Source: an optimization exercise on an open RTL-to-GDS flow (aim: a short achievable clock period and few clock cycles). Production flows keep margins and buffers that such runs may drop. Function was checked by simulation only, so behaviour that the tests miss may differ from the original.

==> run D: inputs <==
==> flow/design.v (excerpt) <==
module labbb_cpu (
    input  wire       clk,
    input  wire       rst,           
    input  wire       start,         
    input  wire       host_we,       
    input  wire [7:0] host_waddr,
    input  wire [3:0] host_wdata,
    input  wire [7:0] host_raddr,    
    output wire [3:0] host_rdata,
    input  wire [3:0] host_rsel,     
    output wire [7:0] host_rreg,
    output wire       busy,
    output wire [1:0] status,
    output wire [7:0] pc
);
==> module labbb_cpu, before the edit <==
module labbb_cpu (
    input  wire       clk,
    input  wire       rst,           
    input  wire       start,         
    input  wire       host_we,       
    input  wire [7:0] host_waddr,
    input  wire [3:0] host_wdata,
    input  wire [7:0] host_raddr,    
    output wire [3:0] host_rdata,
    input  wire [3:0] host_rsel,     
    output wire [7:0] host_rreg,
    output wire       busy,
    output wire [1:0] status,
    output wire [7:0] pc
);
    localparam [1:0] ST_OK      = 2'd0;
    localparam [1:0] ST_HALT    = 2'd1;
    localparam [1:0] ST_BADINSN = 2'd2;
    localparam [1:0] ST_BADALGN = 2'd3;
    localparam PH_FETCH   = 1'b0;
    localparam PH_EXECUTE = 1'b1;
    reg [3:0]  mem [0:255];
    reg [7:0]  x   [0:15];
    reg [7:0]  pc_r;
    reg [7:0]  next_r;
    reg [15:0] ir;
    reg [1:0]  status_r;
    reg        phase;
    reg        running;
    assign busy       = running;
    assign status     = status_r;
    assign pc         = pc_r;
    assign host_rdata = mem[host_raddr];
    assign host_rreg  = x[host_rsel];
    wire [15:0] fetch_word = {mem[pc_r], mem[pc_r + 8'd1], mem[pc_r + 8'd2], mem[pc_r + 8'd3]};
    wire        misaligned = (pc_r[1:0] != 2'b00);
    wire [3:0] op  = ir[15:12];
    wire [3:0] n2  = ir[11:8];
    wire [3:0] n1  = ir[7:4];
    wire [3:0] n0  = ir[3:0];
    wire [7:0] imm = ir[7:0];
    wire is_halt    = (ir == 16'h0000);
    wire is_invalid = ((op == 4'h0) && (ir[11:0] != 12'h000)) ||
                      (((op == 4'h3) || (op == 4'h5) || (op == 4'h6)) && (n2 != 4'h0));
    wire is_rr  = (op == 4'h3) || (op == 4'h5) || (op == 4'h6);
    wire [3:0] ra = is_rr ? n1 : n2;
    wire [3:0] rb = is_rr ? n0 : n1;
    wire [3:0] rc = n0;
    wire [7:0] xa = x[ra];
    wire [7:0] xb = x[rb];
    wire [7:0] xc = x[rc];
    wire [7:0]  product = xb * xc;        
    reg  [7:0]  shift_res;
    always @(*) begin
        if (!xc[7]) begin
            shift_res = (xc >= 8'd8) ? 8'd0 : (xb << xc[2:0]);
        end else begin
            if (xc <= 8'hf8)
                shift_res = 8'd0;
            else
                shift_res = xb >> (8'd0 - xc);
        end
    end
    wire [7:0] daddr  = ((op == 4'h1) || (op == 4'h4)) ? imm : xb;
    wire [7:0] dread  = {mem[daddr], mem[daddr + 8'd1]};
    reg        rf_we;
    reg [7:0]  rf_wdata;
    always @(*) begin
        rf_we    = 1'b1;
        rf_wdata = 8'd0;
        case (op)
            4'h1: rf_wdata = dread;              
            4'h2: rf_wdata = imm;                
            4'h3: rf_wdata = dread;              
            4'h6: rf_wdata = xb;                 
            4'h7: rf_wdata = xb + xc;            
            4'h8: rf_wdata = xa + imm;           
            4'h9: rf_wdata = product;       
            4'ha: rf_wdata = xb - xc;            
            4'hb: rf_wdata = shift_res;          
            4'hc: rf_wdata = xb & xc;            
            4'hd: rf_wdata = xb | xc;            
            4'he: rf_wdata = xb ^ xc;            
            default: rf_we = 1'b0;               
        endcase
    end
    wire mem_we = (op == 4'h4) || (op == 4'h5);
    reg taken;
    always @(*) begin
        case (ir[1:0])
            2'd0: taken = (x[n2] == 8'd0);
            2'd1: taken = (x[n2] != 8'd0);
            2'd2: taken = x[n2][7];
            default: taken = x[n2][7] || (x[n2] == 8'd0);
        endcase
    end
    wire is_jump = (op == 4'hf);
    wire [7:0] target = {imm[7:2], 2'b00};
    wire do_execute = running && (phase == PH_EXECUTE);
    wire exec_ok    = !rst && do_execute && !is_halt && !is_invalid;
    integer i;
    always @(posedge clk) begin
        if (rst) begin
            pc_r     <= 8'd0;
            next_r   <= 8'd0;
            ir       <= 16'd0;
            status_r <= ST_OK;
            phase    <= PH_FETCH;
            running  <= 1'b0;
            for (i = 0; i < 16; i = i + 1)
                x[i] <= 8'd0;
        end else if (!running) begin
            if (start && (status_r == ST_OK))
                running <= 1'b1;
        end else if (phase == PH_FETCH) begin
            if (misaligned) begin
                status_r <= ST_BADALGN;
                running  <= 1'b0;
            end else begin
                ir     <= fetch_word;
                next_r <= pc_r + 8'd4;
                phase  <= PH_EXECUTE;
            end
        end else begin
            if (is_halt) begin
                status_r <= ST_HALT;
                running  <= 1'b0;
            end else if (is_invalid) begin
                status_r <= ST_BADINSN;
                running  <= 1'b0;
            end else begin
                if (rf_we)
                    x[ra] <= rf_wdata;
                pc_r  <= (is_jump && taken) ? target : next_r;
                phase <= PH_FETCH;
            end
        end
    end
    always @(posedge clk) begin
        if (!running && host_we) begin
            mem[host_waddr] <= host_wdata;
        end else if (exec_ok && mem_we) begin
            mem[daddr]        <= xa[7:4];
            mem[daddr + 8'd1] <= xa[3:0];
        end
    end
endmodule
clock: 15.0 ns
lec_check: 0
cap_margin: 20
cell_pad_in_sites_detail_placement: 1
cell_pad_in_sites_global_placement: 2
core_margin: 2
core_utilization: 30
place_density: 0.45
slew_margin: 20
run.sh (not shown) runs the stock make flow with config.mk's settings and CLKGATE_MAP_FILE= SYNTH_SCRIPT=/design/flow/synth_recipe.tcl, a recipe that flattens the netlist after the stock synthesis.
==> inputs of run C, as changes to run D <==
==> flow/design.v (replaced) <==
module labbb_cpu (
    input  wire       clk,
    input  wire       rst,           
    input  wire       start,         
    input  wire       host_we,       
    input  wire [7:0] host_waddr,
    input  wire [3:0] host_wdata,
    input  wire [7:0] host_raddr,    
    output wire [3:0] host_rdata,
    input  wire [3:0] host_rsel,     
    output wire [7:0] host_rreg,
    output wire       busy,
    output wire [1:0] status,
    output wire [7:0] pc
);
    localparam [1:0] ST_OK      = 2'd0;
    localparam [1:0] ST_HALT    = 2'd1;
    localparam [1:0] ST_BADINSN = 2'd2;
    localparam [1:0] ST_BADALGN = 2'd3;
    reg [3:0]  mem [0:255];
    reg [7:0]  x   [0:15];
    reg [7:0]  pc_r;
    reg [1:0]  status_r;
    reg        running;
    assign busy       = running;
    assign status     = status_r;
    assign pc         = pc_r;
    assign host_rdata = mem[host_raddr];
    assign host_rreg  = x[host_rsel];
    wire [5:0]  pcw = pc_r[7:2];
    wire [15:0] ir  = {mem[{pcw, 2'd0}], mem[{pcw, 2'd1}], mem[{pcw, 2'd2}], mem[{pcw, 2'd3}]};
    wire        misaligned = (pc_r[1:0] != 2'b00);
    wire [3:0] op  = ir[15:12];
    wire [3:0] n2  = ir[11:8];
    wire [3:0] n1  = ir[7:4];
    wire [3:0] n0  = ir[3:0];
    wire [7:0] imm = ir[7:0];
    wire is_rr      = (op == 4'h3) || (op == 4'h5) || (op == 4'h6);
    wire is_halt    = (ir == 16'h0000);
    wire is_invalid = ((op == 4'h0) && (ir[11:0] != 12'h000)) || (is_rr && (n2 != 4'h0));
    wire stop       = misaligned || is_halt || is_invalid;
    wire [1:0] stop_status = misaligned ? ST_BADALGN : is_halt ? ST_HALT : ST_BADINSN;
    wire [7:0] p0 = x[n0];
    wire [7:0] p1 = x[n1];
    wire [7:0] p2 = x[n2];
    wire [7:0] product = p1 * p0;
    reg  [7:0] shift_res;
    always @(*) begin
        if (!p0[7])
            shift_res = (p0[6:3] != 4'd0) ? 8'd0 : (p1 << p0[2:0]);
        else if (p0 <= 8'hf8)
            shift_res = 8'd0;
        else
            shift_res = p1 >> (8'd0 - p0);
    end
    wire       abs_addr = (op == 4'h1) || (op == 4'h4);
    wire [7:0] daddr  = abs_addr ? imm : p0;
    wire [7:0] daddr1 = daddr + 8'd1;
    wire [7:0] dread  = {mem[daddr], mem[daddr1]};
    wire [7:0] sdata  = abs_addr ? p2 : p1;
    reg        rf_we;
    reg [7:0]  rf_wdata;
    always @(*) begin
        rf_we    = 1'b1;
        rf_wdata = 8'd0;
        case (op)
            4'h1: rf_wdata = dread;              
            4'h2: rf_wdata = imm;                
            4'h3: rf_wdata = dread;              
            4'h6: rf_wdata = p0;                 
            4'h7: rf_wdata = p1 + p0;            
            4'h8: rf_wdata = p2 + imm;           
            4'h9: rf_wdata = product;            
            4'ha: rf_wdata = p1 - p0;            
            4'hb: rf_wdata = shift_res;          
            4'hc: rf_wdata = p1 & p0;            
            4'hd: rf_wdata = p1 | p0;            
            4'he: rf_wdata = p1 ^ p0;            
            default: rf_we = 1'b0;               
        endcase
    end
    wire [3:0] rf_waddr = is_rr ? n1 : n2;
    wire       mem_we   = (op == 4'h4) || (op == 4'h5);
    reg taken;
    always @(*) begin
        case (ir[1:0])
            2'd0: taken = (p2 == 8'd0);
            2'd1: taken = (p2 != 8'd0);
            2'd2: taken = p2[7];
            default: taken = p2[7] || (p2 == 8'd0);
        endcase
    end
    wire       is_jump = (op == 4'hf);
    wire [7:0] next_pc = (is_jump && taken) ? {imm[7:2], 2'b00} : (pc_r + 8'd4);
    wire start_ok = !running && start && !host_we && (status_r == ST_OK);
    wire exec     = !rst && (running || start_ok) && !stop;
    integer i;
    always @(posedge clk) begin
        if (rst) begin
            pc_r     <= 8'd0;
            status_r <= ST_OK;
            running  <= 1'b0;
            for (i = 0; i < 16; i = i + 1)
                x[i] <= 8'd0;
        end else if (!running) begin
            if (start && (status_r == ST_OK))
                running <= 1'b1;
            if (exec) begin
                if (rf_we)
                    x[rf_waddr] <= rf_wdata;
                pc_r <= next_pc;
            end
        end else if (stop) begin
            status_r <= stop_status;
            running  <= 1'b0;
        end else begin
            if (rf_we)
                x[rf_waddr] <= rf_wdata;
            pc_r <= next_pc;
        end
    end
    always @(posedge clk) begin
        if (!running && host_we) begin
            mem[host_waddr] <= host_wdata;
        end else if (exec && mem_we) begin
            mem[daddr]  <= sdata[7:4];
            mem[daddr1] <= sdata[3:0];
        end
    end
endmodule
==> results.py <==
metrics = {
    "global_routing": {
        "first_global_vias": 107126,
        "grt_util_met2": 0.588,
        "use_met3": 0.151,
    },
    "placement": {
        "post-place-ws_ns": 4.57,
        "post-place-cells": 15207,
    },
    "clock_tree": {
        "cts_sinks": 1188,
    },
    "synth": {
        "synth_top_cell_by_area": "mux4_2",
    },
    "setup_path": {
        "path_max_fanout": 85,
        "cp_top_family": "multiplexers",
        "crit_buf_inv": 3,
        "cpPeakStageDelay_ns": 0.64,
        "cp.depth": 7,
    },
    "outcome": {
        "outcome": "no timing/DRC/antenna violations",
    },
}
-- figures above: run D

==> results.py <==
metrics = {
    "setup_path": {
        "cp_top_family": "buffers and inverters",
        "crit_buf_inv": 10,
        "path_max_fanout": 91,
        "cp.depth": 28,
    },
    "global_routing": {
        "grt_util_met2": 0.593,
    },
    "clock_tree": {
        "cts_sinks": 1167,
    },
    "outcome": {
        "outcome": "no timing/DRC/antenna violations",
    },
    "placement": {
        "post-place-ws_ns": 2.44,
    },
}
-- figures above: run C

Testbench counts of run D, summed over its fixed seeds: cycles 146,696.
Testbench counts of run C, summed over its fixed seeds: cycles 73,188.

-- static timing again, ports no longer ideal --
In the flow no input, the clock included, has a driving cell. The finished layouts below were timed again as built, in two steps.
Step 1, drivers: a clkbuf_16 drives clk and a buf_2 each remaining input, both assumed.
Step 2, shift: input delay + t, output delay - t, t = (earliest + latest rising clock arrival at the registers) / 2. This alone moves slack from input paths to output paths.
Three values: ideal ports, drivers, drivers and shift; two values: the first two.
run	t (ns)	slack for setup (ns)	worst hold slack (ns)	clock arrival spread, ns	pins driven straight from the clock port
run D	1.032	4.550 / 4.498 / 4.498	0.462 / 0.462 / 0.462	0.082 / 0.082	1
run C	1.001	2.158 / 2.158 / 2.158	0.501 / 0.501 / 0.501	0.060 / 0.060	1
After both steps every run listed still meets setup and hold. The setup slack of run D, which loses most, moves by -0.052 ns with the drivers and by -0.052 ns with both steps.
